Context: an optimization exercise on an open-source flow, tuned for small area, a short achievable clock period and few clock cycles per item. The choices shown serve that exercise and are no tape-out recipe. The RTL was checked by simulation tests, not by an equivalence proof against the original design. No activity file was given, so power comes from the tool's default toggle rates.

==> flow/design.v <==
module lc_bin_pairs #(
    parameter W = 12
) (
    input  wire [8*W-1:0] rd,
    output reg  [4*W-1:0] lo,
    output reg  [4*W-1:0] hi,
    output reg  [3:0]     sw
);
    function automatic lt;
        input [W-1:0] a, b;
        integer k;
        begin
            lt = 1'b0;
            for (k = 0; k < W; k = k + 1)
                lt = (~a[k] & b[k]) | (~(a[k] & ~b[k]) & lt);
        end
    endfunction
    reg [W-1:0] a, b;
    integer j;
    always @(*) begin
        for (j = 0; j < 4; j = j + 1) begin
            a = rd[W*(8-2*j)-1 -: W];
            b = rd[W*(7-2*j)-1 -: W];
            sw[3-j] = lt(b, a);
            lo[W*(4-j)-1 -: W] = sw[3-j] ? b : a;
            hi[W*(4-j)-1 -: W] = sw[3-j] ? a : b;
        end
    end
endmodule
module lc_binarizer #(
    parameter W = 12
) (
    input  wire [4*W-1:0] lo,
    input  wire [4*W-1:0] hi,
    input  wire [3:0]     sw,
    output reg  [7:0]     pat
);
    function automatic lt;
        input [W-1:0] a, b;
        integer k;
        begin
            lt = 1'b0;
            for (k = 0; k < W; k = k + 1)
                lt = (~a[k] & b[k]) | (~(a[k] & ~b[k]) & lt);
        end
    endfunction
    reg [W-1:0] l [0:3];
    reg [W-1:0] u [0:3];
    reg [W-1:0] l2 [0:1];
    reg [W-1:0] u2 [0:1];
    reg [W-1:0] mn, mx, h;
    reg [W:0]   s;
    reg         glo, ghi;
    integer j;
    always @(*) begin
        for (j = 0; j < 4; j = j + 1) begin
            l[j] = lo[W*(4-j)-1 -: W];
            u[j] = hi[W*(4-j)-1 -: W];
        end
        for (j = 0; j < 2; j = j + 1) begin
            l2[j] = lt(l[2*j], l[2*j+1]) ? l[2*j] : l[2*j+1];
            u2[j] = lt(u[2*j], u[2*j+1]) ? u[2*j+1] : u[2*j];
        end
        mn = lt(l2[0], l2[1]) ? l2[0] : l2[1];
        mx = lt(u2[0], u2[1]) ? u2[1] : u2[0];
        s = {1'b0, mn} + {1'b0, mx} + 1'b1;
        h = s[W:1];
        for (j = 0; j < 4; j = j + 1) begin
            glo = !lt(l[j], h);
            ghi = !lt(u[j], h);
            pat[7-2*j] = sw[3-j] ? ghi : glo;
            pat[6-2*j] = sw[3-j] ? glo : ghi;
        end
    end
endmodule
module lc_lut_rom (
    input  wire [7:0] pat,
    output reg  [7:0] pos
);
    always @(*) begin
        case (pat)
            8'h18: pos = 8'h00;
            8'h10: pos = 8'h02;
            8'h38: pos = 8'h02;
            8'h08: pos = 8'hFE;
            8'h1C: pos = 8'hFE;
            8'h30: pos = 8'h03;
            8'h0C: pos = 8'hFD;
            8'h20: pos = 8'h04;
            8'h70: pos = 8'h04;
            8'h04: pos = 8'hFC;
            8'h0E: pos = 8'hFC;
            8'h60: pos = 8'h05;
            8'hE0: pos = 8'h05;
            8'h06: pos = 8'hFB;
            8'h07: pos = 8'hFB;
            8'h40: pos = 8'h06;
            8'hF0: pos = 8'h06;
            8'h02: pos = 8'hFA;
            8'h0F: pos = 8'hFA;
            8'hC0: pos = 8'h07;
            8'h03: pos = 8'hF9;
            8'h80: pos = 8'h08;
            8'h01: pos = 8'hF8;
            default: pos = 8'h80;
        endcase
    end
endmodule
module lc_core (
    input  wire        clk,
    input  wire        rst,
    input  wire        cmd_valid,
    output wire        cmd_ready,
    input  wire [15:0] cmd_word,
    input  wire [95:0] cmd_rd,
    output reg         rsp_valid,
    output reg  [1:0]  rsp_status,
    output reg  [7:0]  rsp_pat,
    output reg  [7:0]  rsp_pos,
    output wire        acq_req,
    input  wire        acq_done,
    input  wire        acq_err,
    input  wire [95:0] acq_rd,
    output wire        busy,
    output wire [7:0]  last_pos
);
    localparam W = 12;
    localparam [2:0] OP_BIN = 3'd0, OP_LUT = 3'd1, OP_TRKP = 3'd2,
                     OP_TRKV = 3'd3, OP_TRKA = 3'd4;
    localparam [1:0] ST_OK = 2'b00, ST_ILLEGAL = 2'b01, ST_TRANSPORT = 2'b10;
    localparam [7:0] UNDEF = 8'h80;
    reg            busy_q;    
    reg            wait_q;    
    reg  [7:0]     last_q;
    reg  [4*W-1:0] cap_lo;    
    reg  [4*W-1:0] cap_hi;    
    reg  [3:0]     cap_sw;    
    reg  [1:0]     st_q;      
    reg            word_q;    
    reg            lut_q;     
    reg            trk_q;     
    wire exec = busy_q && !wait_q;
    assign cmd_ready = !busy_q && !rst;
    assign busy      = busy_q;
    assign acq_req   = wait_q;
    assign last_pos  = last_q;
    wire [2:0] in_op    = cmd_word[10:8];
    wire       in_legal = (cmd_word[15:11] == 5'd0) && (in_op <= OP_TRKA);
    wire       in_word  = (in_op == OP_LUT) || (in_op == OP_TRKP);
    wire [4*W-1:0] in_lo, in_hi;
    wire [3:0]     in_sw;
    lc_bin_pairs #(.W(W)) u_pairs (.rd(wait_q ? acq_rd : cmd_rd),
                                   .lo(in_lo), .hi(in_hi), .sw(in_sw));
    wire [7:0] bin_pat;
    lc_binarizer #(.W(W)) u_bin (.lo(cap_lo), .hi(cap_hi), .sw(cap_sw), .pat(bin_pat));
    wire [7:0] pat = word_q ? cap_lo[7:0] : bin_pat;
    wire [7:0] lk_pos;
    lc_lut_rom u_rom (.pat(pat), .pos(lk_pos));
    wire [7:0] resolved = (lk_pos == UNDEF) ? last_q : lk_pos;
    always @(posedge clk) begin
        if (rst) begin
            busy_q     <= 1'b0;
            wait_q     <= 1'b0;
            last_q     <= 8'h00;
            rsp_valid  <= 1'b0;
            rsp_status <= ST_OK;
            rsp_pat    <= 8'h00;
            rsp_pos    <= UNDEF;
        end else begin
            rsp_valid <= exec;
            if (!busy_q) begin
                if (cmd_valid) begin
                    busy_q <= 1'b1;
                    wait_q <= in_legal && (in_op == OP_TRKA);
                end
            end else if (wait_q) begin
                if (acq_done)
                    wait_q <= 1'b0;
            end else begin
                busy_q     <= 1'b0;
                rsp_status <= st_q;
                rsp_pat    <= (st_q != ST_OK) ? 8'h00 : pat;
                rsp_pos    <= trk_q ? resolved : (lut_q ? lk_pos : UNDEF);
                if (trk_q)
                    last_q <= resolved;
            end
        end
    end
    always @(posedge clk) begin
        cap_lo[4*W-1:8] <= in_lo[4*W-1:8];
        cap_lo[7:0]     <= (!wait_q && in_word) ? cmd_word[7:0] : in_lo[7:0];
        cap_hi          <= in_hi;
        cap_sw          <= in_sw;
        if (wait_q) begin
            st_q   <= acq_err ? ST_TRANSPORT : ST_OK;
            word_q <= 1'b0;
            lut_q  <= 1'b0;
            trk_q  <= !acq_err;
        end else begin
            st_q   <= in_legal ? ST_OK : ST_ILLEGAL;
            word_q <= in_word;
            lut_q  <= in_legal && (in_op == OP_LUT);
            trk_q  <= in_legal && (in_op == OP_TRKP || in_op == OP_TRKV || in_op == OP_TRKA);
        end
    end
endmodule
Settings: LEC_CHECK=0, ABC_AREA=1, CAP_MARGIN=20, CORE_MARGIN=2, CORE_UTILIZATION=70, CTS_BUF_LIST=sky130_fd_sc_hd__clkbuf_4 sky130_fd_sc_hd__clkbuf_8, SLEW_MARGIN=20; clock period 22.0 ns.
standard.sh (not shown) runs the stock make flow with config.mk's settings and CLKGATE_MAP_FILE= SYNTH_SCRIPT=/design/flow/synth_recipe.tcl, a recipe that flattens the netlist after the stock synthesis.
==> flow/flow/run.sh <==
#!/bin/bash
# The standard layout (standard.sh) with three changes to how it is
# made: the ports are buffered by the smallest buffer instead of
# buffer_ports' default delay cell; repair_timing is asked for a setup
# margin so that it works on the slowest paths although the 22 ns clock
# leaves them slack; and clock tree synthesis adds no dummy loads. The SDC
# and the clock period are the standard flow's. The full make output goes to
# standard_flow.log; ORFS keeps each step's log in orfs/logs.
set -euo pipefail
bash standard.sh finish \
    "BUFFER_PORTS_ARGS=-buffer_cell sky130_fd_sc_hd__buf_1" \
    "SETUP_SLACK_MARGIN=12.8" \
    "CTS_ARGS=-sink_clustering_enable -repair_clock_nets -dont_use_dummy_load -buf_list {sky130_fd_sc_hd__clkbuf_4 sky130_fd_sc_hd__clkbuf_8}" \
    > standard_flow.log 2>&1
The first run completed with no timing, DRC or antenna violations.
Testbench counts at the start, summed over its fixed seeds: cycles 22,201, commands 8,000.
Next try:
==> flow/flow/run.sh (replaced) <==
#!/bin/bash
# The standard layout (standard.sh) with these changes to how it is made:
#  - the ports are buffered by the smallest buffer instead of buffer_ports'
#    default delay cell;
#  - repair_timing is asked for a setup margin so that it works on the
#    slowest paths although the 22 ns clock leaves them slack;
#  - clock tree synthesis adds no dummy loads.
# The SDC and the clock period are the standard flow's. The full make output goes to
# standard_flow.log; ORFS keeps each step's log in orfs/logs.
set -euo pipefail
HERE=$PWD
sed "s|log_cmd abc {\*}\$abc_args|log_cmd abc -script $HERE/flow/abc_map.script {*}[lrange \$abc_args 2 end]|" \
    "$FLOW_HOME/scripts/synth.tcl" > lc_synth_core.tcl
grep -q "flow/abc_map.script" lc_synth_core.tcl
sed "s|source \$::env(SCRIPTS_DIR)/synth.tcl|source $HERE/lc_synth_core.tcl|" synth_recipe.tcl > lc_synth.tcl
grep -q "lc_synth_core.tcl" lc_synth.tcl
bash standard.sh finish \
    "SYNTH_SCRIPT=$HERE/lc_synth.tcl" \
    "BUFFER_PORTS_ARGS=-buffer_cell sky130_fd_sc_hd__buf_1" \
    "SETUP_SLACK_MARGIN=12.8" \
    "CTS_ARGS=-sink_clustering_enable -repair_clock_nets -dont_use_dummy_load -buf_list {sky130_fd_sc_hd__clkbuf_4 sky130_fd_sc_hd__clkbuf_8}" \
    > standard_flow.log 2>&1
==> flow/flow/abc_map.script (new file) <==
strash
dch
map -D 5000
strash
dch
map -D 5000
strash
dch
map -D 5000
topo
stime -c
What happened: The new run finished with timing, DRC and antenna clean. Global-route usage went down by 1.4 points. Non-clock buffer count rises by 21. Final area goes down by 7.2%. Area after synthesis went down by about 13%. Worst setup slack barely changes. Critical path depth is unchanged. Final cell count decreases by about 16%. Via count is lower by 7.6%. Die area came out lower by 13%. Total power is higher by 5.4%. Utilization went up by 5.5 points.
Next try:
==> flow/flow/abc_map.script (replaced) <==
strash
strash
dch
map -D 6000
strash
dch
map -D 6000
strash
dch
map -D 6000
topo
stime -c
buffer -c
upsize -c
dnsize -c
The changed run finished clean.
Sequential power hardly moves.
Cell count shrinks by 0.48%.
Total power grows by 2.7%.
Utilization shrinks by 0.80 points.
Cell area grows by 0.64%.
Via count grows by 1.3%.
Next try:
==> flow/flow/abc_map.script (replaced) <==
strash
dch
amap
topo
stime -c
buffer -c
upsize -c
dnsize -c
=>
- With this change the flow ended with an error in global routing (5_1_grt)
- area after synthesis falls by about 6%
- synthesized cell count is lower by about 10%


// lc_core: RTL as listed in full above, without the edits since
Settings: LEC_CHECK=0, ABC_AREA=1, CAP_MARGIN=20, CORE_MARGIN=2, CORE_UTILIZATION=76, CTS_BUF_LIST=sky130_fd_sc_hd__clkbuf_4 sky130_fd_sc_hd__clkbuf_8, SLEW_MARGIN=20; clock period 22.0 ns.
==> flow/flow/run.sh <==
#!/bin/bash
# The standard layout (standard.sh) with these changes to how it is made:
#  - the ports are buffered by the smallest buffer instead of buffer_ports'
#    default delay cell;
#  - repair_timing is asked for a setup margin so that it works on the
#    slowest paths although the 22 ns clock leaves them slack;
#  - clock tree synthesis adds no dummy loads.
# The SDC and the clock period are the standard flow's. The full make output goes to
# standard_flow.log; ORFS keeps each step's log in orfs/logs.
set -euo pipefail
HERE=$PWD
sed "s|log_cmd abc {\*}\$abc_args|log_cmd abc -script $HERE/flow/abc_map.script {*}[lrange \$abc_args 2 end]|" \
    "$FLOW_HOME/scripts/synth.tcl" > lc_synth_core.tcl
grep -q "flow/abc_map.script" lc_synth_core.tcl
sed "s|source \$::env(SCRIPTS_DIR)/synth.tcl|source $HERE/lc_synth_core.tcl|" synth_recipe.tcl > lc_synth.tcl
grep -q "lc_synth_core.tcl" lc_synth.tcl
bash standard.sh finish \
    "SYNTH_SCRIPT=$HERE/lc_synth.tcl" \
    "BUFFER_PORTS_ARGS=-buffer_cell sky130_fd_sc_hd__buf_1" \
    "SETUP_SLACK_MARGIN=12.8" \
    "CTS_ARGS=-sink_clustering_enable -repair_clock_nets -dont_use_dummy_load -buf_list {sky130_fd_sc_hd__clkbuf_4 sky130_fd_sc_hd__clkbuf_8}" \
    > standard_flow.log 2>&1
==> flow/flow/abc_map.script <==
strash
dch
map -D 5000
strash
dch
map -D 5000
strash
dch
map -D 5000
topo
stime -c
buffer -c
upsize -c
dnsize -c
Testbench counts at the start, summed over its fixed seeds: cycles 22,201, commands 8,000.
Next try:
==> flow/flow/run.sh (replaced) <==
#!/bin/bash
# The standard layout (standard.sh) with two changes to how it is made:
# the ports are buffered by the smallest buffer instead of buffer_ports'
# default delay cell, and repair_timing is asked for a setup margin so that
# it works on the slowest paths although the 22 ns clock leaves them slack.
# The SDC and the clock period are the standard flow's. The full make output goes to
# standard_flow.log; ORFS keeps each step's log in orfs/logs.
set -euo pipefail
bash standard.sh finish \
    "BUFFER_PORTS_ARGS=-buffer_cell sky130_fd_sc_hd__buf_1" \
    "SETUP_SLACK_MARGIN=13.3" > standard_flow.log 2>&1
CORE_UTILIZATION = 70   (was 76)
removed: flow/flow/abc_map.script
Result: Routed wire length climbs by roughly a tenth; maximum frequency climbs slightly; synthesized cell count climbs by a quarter to a third; cell area climbs by a little under a tenth; critical path depth is unchanged; die area climbs by about a fifth; clock skew drops by 23 ps.


try-xenon:
// lc_core: RTL as listed in full above, without the edits since
==> flow/config.mk <==
export PLATFORM = sky130hd
export DESIGN_NAME = lc_core
export DESIGN_NICKNAME = lc_core
export VERILOG_FILES = /design/flow/design.v
export SDC_FILE = /design/flow/constraint.sdc
export NUM_CORES = 4
export LEC_CHECK = 0
export ABC_AREA = 1
export CAP_MARGIN = 20
export CORE_MARGIN = 2
export CORE_UTILIZATION = 70
export CTS_BUF_LIST = sky130_fd_sc_hd__clkbuf_4 sky130_fd_sc_hd__clkbuf_8
export SLEW_MARGIN = 20
==> flow/constraint.sdc <==
create_clock -name core_clock -period 22.0 [get_ports {clk}]
set_input_delay 4.4000 -clock core_clock [delete_from_list [all_inputs] [get_ports {clk}]]
set_output_delay 4.4000 -clock core_clock [all_outputs]
set_load 0.01 [all_outputs]
==> flow/flow/run.sh <==
#!/bin/bash
# The standard layout (standard.sh) with two changes to how it is made:
# the ports are buffered by the smallest buffer instead of buffer_ports'
# default delay cell, and repair_timing is asked for a setup margin so that
# it works on the slowest paths although the 22 ns clock leaves them slack.
# The SDC and the clock period are the standard flow's. The full make output goes to
# standard_flow.log; ORFS keeps each step's log in orfs/logs.
set -euo pipefail
bash standard.sh finish \
    "BUFFER_PORTS_ARGS=-buffer_cell sky130_fd_sc_hd__buf_1" \
    "SETUP_SLACK_MARGIN=12.8" > standard_flow.log 2>&1
Testbench counts of try-xenon, summed over its fixed seeds: cycles 22,201, commands 8,000.
Input-level comparison between try-juniper and try-xenon:
==> flow/flow/run.sh <==
#!/bin/bash
# The standard layout (standard.sh) with these changes to how it is made:
#  - the ports are buffered by the smallest buffer instead of buffer_ports'
#    default delay cell;
#  - repair_timing is asked for a setup margin so that it works on the
#    slowest paths although the 22 ns clock leaves them slack;
#  - clock tree synthesis adds no dummy loads.
# The SDC and the clock period are the standard flow's. The full make output goes to
# standard_flow.log; ORFS keeps each step's log in orfs/logs.
set -euo pipefail
HERE=$PWD
sed "s|log_cmd abc {\*}\$abc_args|log_cmd abc -script $HERE/flow/abc_map.script {*}[lrange \$abc_args 2 end]|" \
    "$FLOW_HOME/scripts/synth.tcl" > lc_synth_core.tcl
grep -q "flow/abc_map.script" lc_synth_core.tcl
sed "s|source \$::env(SCRIPTS_DIR)/synth.tcl|source $HERE/lc_synth_core.tcl|" synth_recipe.tcl > lc_synth.tcl
grep -q "lc_synth_core.tcl" lc_synth.tcl
bash standard.sh finish \
    "SYNTH_SCRIPT=$HERE/lc_synth.tcl" \
    "BUFFER_PORTS_ARGS=-buffer_cell sky130_fd_sc_hd__buf_1" \
    "SETUP_SLACK_MARGIN=12.8" \
    "CTS_ARGS=-sink_clustering_enable -repair_clock_nets -dont_use_dummy_load -buf_list {sky130_fd_sc_hd__clkbuf_4 sky130_fd_sc_hd__clkbuf_8}" \
    > standard_flow.log 2>&1
==> flow/flow/abc_map.script (new file) <==
strash
dch
map -D 5000
strash
dch
map -D 5000
strash
dch
map -D 5000
topo
stime -c
buffer -c
upsize -c
dnsize -c
==> run notes <==
- The core of try-juniper is more densely filled than that of try-xenon.
- Comparing try-xenon against try-juniper, there is no change at all in number of max-cap violations.
- try-juniper: post-detailed-route wirelength per cell 0.14 um above try-xenon
- Against try-xenon, try-juniper reports a final area that is lower.
- Diff try-xenon -> try-juniper: worst setup slack moved up, setup violation total in the final timing report was more or less identical, part of the total power dissipated in the clock network decreased by 3.6 points relative to the old numbers.
- try-juniper vs try-xenon on routed wire length: try-juniper is the lower one.
- try-juniper vs. try-xenon: area added between synthesis and finish rose 0.24 points; multi-input gate count fell about 20%.
[inputs] try-maple vs try-juniper
-- flow/flow/run.sh --
<<< try-juniper, line 18
    "SYNTH_SCRIPT=$HERE/lc_synth.tcl" \
    "BUFFER_PORTS_ARGS=-buffer_cell sky130_fd_sc_hd__buf_1" \
    "SETUP_SLACK_MARGIN=12.8" \
    "CTS_ARGS=-sink_clustering_enable -repair_clock_nets -dont_use_dummy_load -buf_list {sky130_fd_sc_hd__clkbuf_4 sky130_fd_sc_hd__clkbuf_8}" \
    > standard_flow.log 2>&1
>>> try-maple, line 18
    "SYNTH_SCRIPT=$HERE/lc_synth.tcl" \
    "BUFFER_PORTS_ARGS=-buffer_cell sky130_fd_sc_hd__buf_1" \
    "SETUP_SLACK_MARGIN=13.0" \
    "CTS_ARGS=-sink_clustering_enable -repair_clock_nets -dont_use_dummy_load -buf_list {sky130_fd_sc_hd__clkbuf_4 sky130_fd_sc_hd__clkbuf_8}" \
    > standard_flow.log 2>&1
[summary]
The flow did not stop early for try-maple: all stages ran, and the layout cleared the timing, design-rule and antenna checks.
try-juniper finished end to end and its layout was clean on timing, DRC and antenna.
Power: try-maple draws more than try-juniper
Post-layout net count grows slightly when moving from try-juniper to try-maple.
Against try-juniper, power density normalized to cell area in try-maple rose by a few percent.
Taking try-juniper as the reference, in try-maple total routed wirelength higher; area added between synthesis and finish grew by 1.6 points; final worst setup slack picked up an extra 72 ps.

==> port drivers added, routing unchanged <==
No port has a modelled driver above. Below, the same layouts with a new extraction and two added sets of constraints.
Step 1: set_driving_cell puts a clkbuf_16 on clk and a buf_2 on each other input, an assumption about the parent block.
Step 2 times the ports against the registers' clock, not the clock port: input delays grow and output delays shrink by t, the midpoint of the rising clock arrivals with the driver on.
a / b / c = ideal / step 1 / step 2; a / b = the first two.
run | t (ns) | setup slack, ns | hold slack, ns | clock arrival spread, ns | slew at the worst register clock pin (ns)
the first run of note 1 | 0.480 | 12.822 / 12.803 / 12.803 | 0.454 / 0.454 / 0.454 | 0.034 / 0.033 | 0.08 / 0.08
the second run of note 1 | 0.486 | 12.824 / 12.800 / 12.800 | 0.486 / 0.486 / 0.486 | 0.028 / 0.028 | 0.08 / 0.08
the third run of note 1 | 0.488 | 12.851 / 12.829 / 12.829 | 0.472 / 0.472 / 0.472 | 0.028 / 0.029 | 0.09 / 0.09
the first run of note 2 | 0.481 | 12.834 / 12.815 / 12.815 | 0.467 / 0.467 / 0.467 | 0.035 / 0.034 | 0.08 / 0.08
the second run of note 2 | 0.499 | 12.919 / 12.866 / 12.866 | 0.458 / 0.458 / 0.458 | 0.011 / 0.012 | 0.09 / 0.09
try-xenon | 0.495 | 12.824 / 12.805 / 12.805 | 0.457 / 0.457 / 0.457 | 0.019 / 0.020 | 0.08 / 0.08
try-juniper | 0.454 | 12.848 / 12.829 / 12.829 | 0.468 / 0.468 / 0.468 | 0.034 / 0.034 | 0.08 / 0.08
try-maple | 0.491 | 12.920 / 12.820 / 12.820 | 0.479 / 0.479 / 0.479 | 0.025 / 0.025 | 0.08 / 0.08
After both steps setup and hold are still met in every run listed. For try-maple, which loses most, drivers alone change the setup slack by -0.100 ns; drivers and shift together by -0.100 ns.
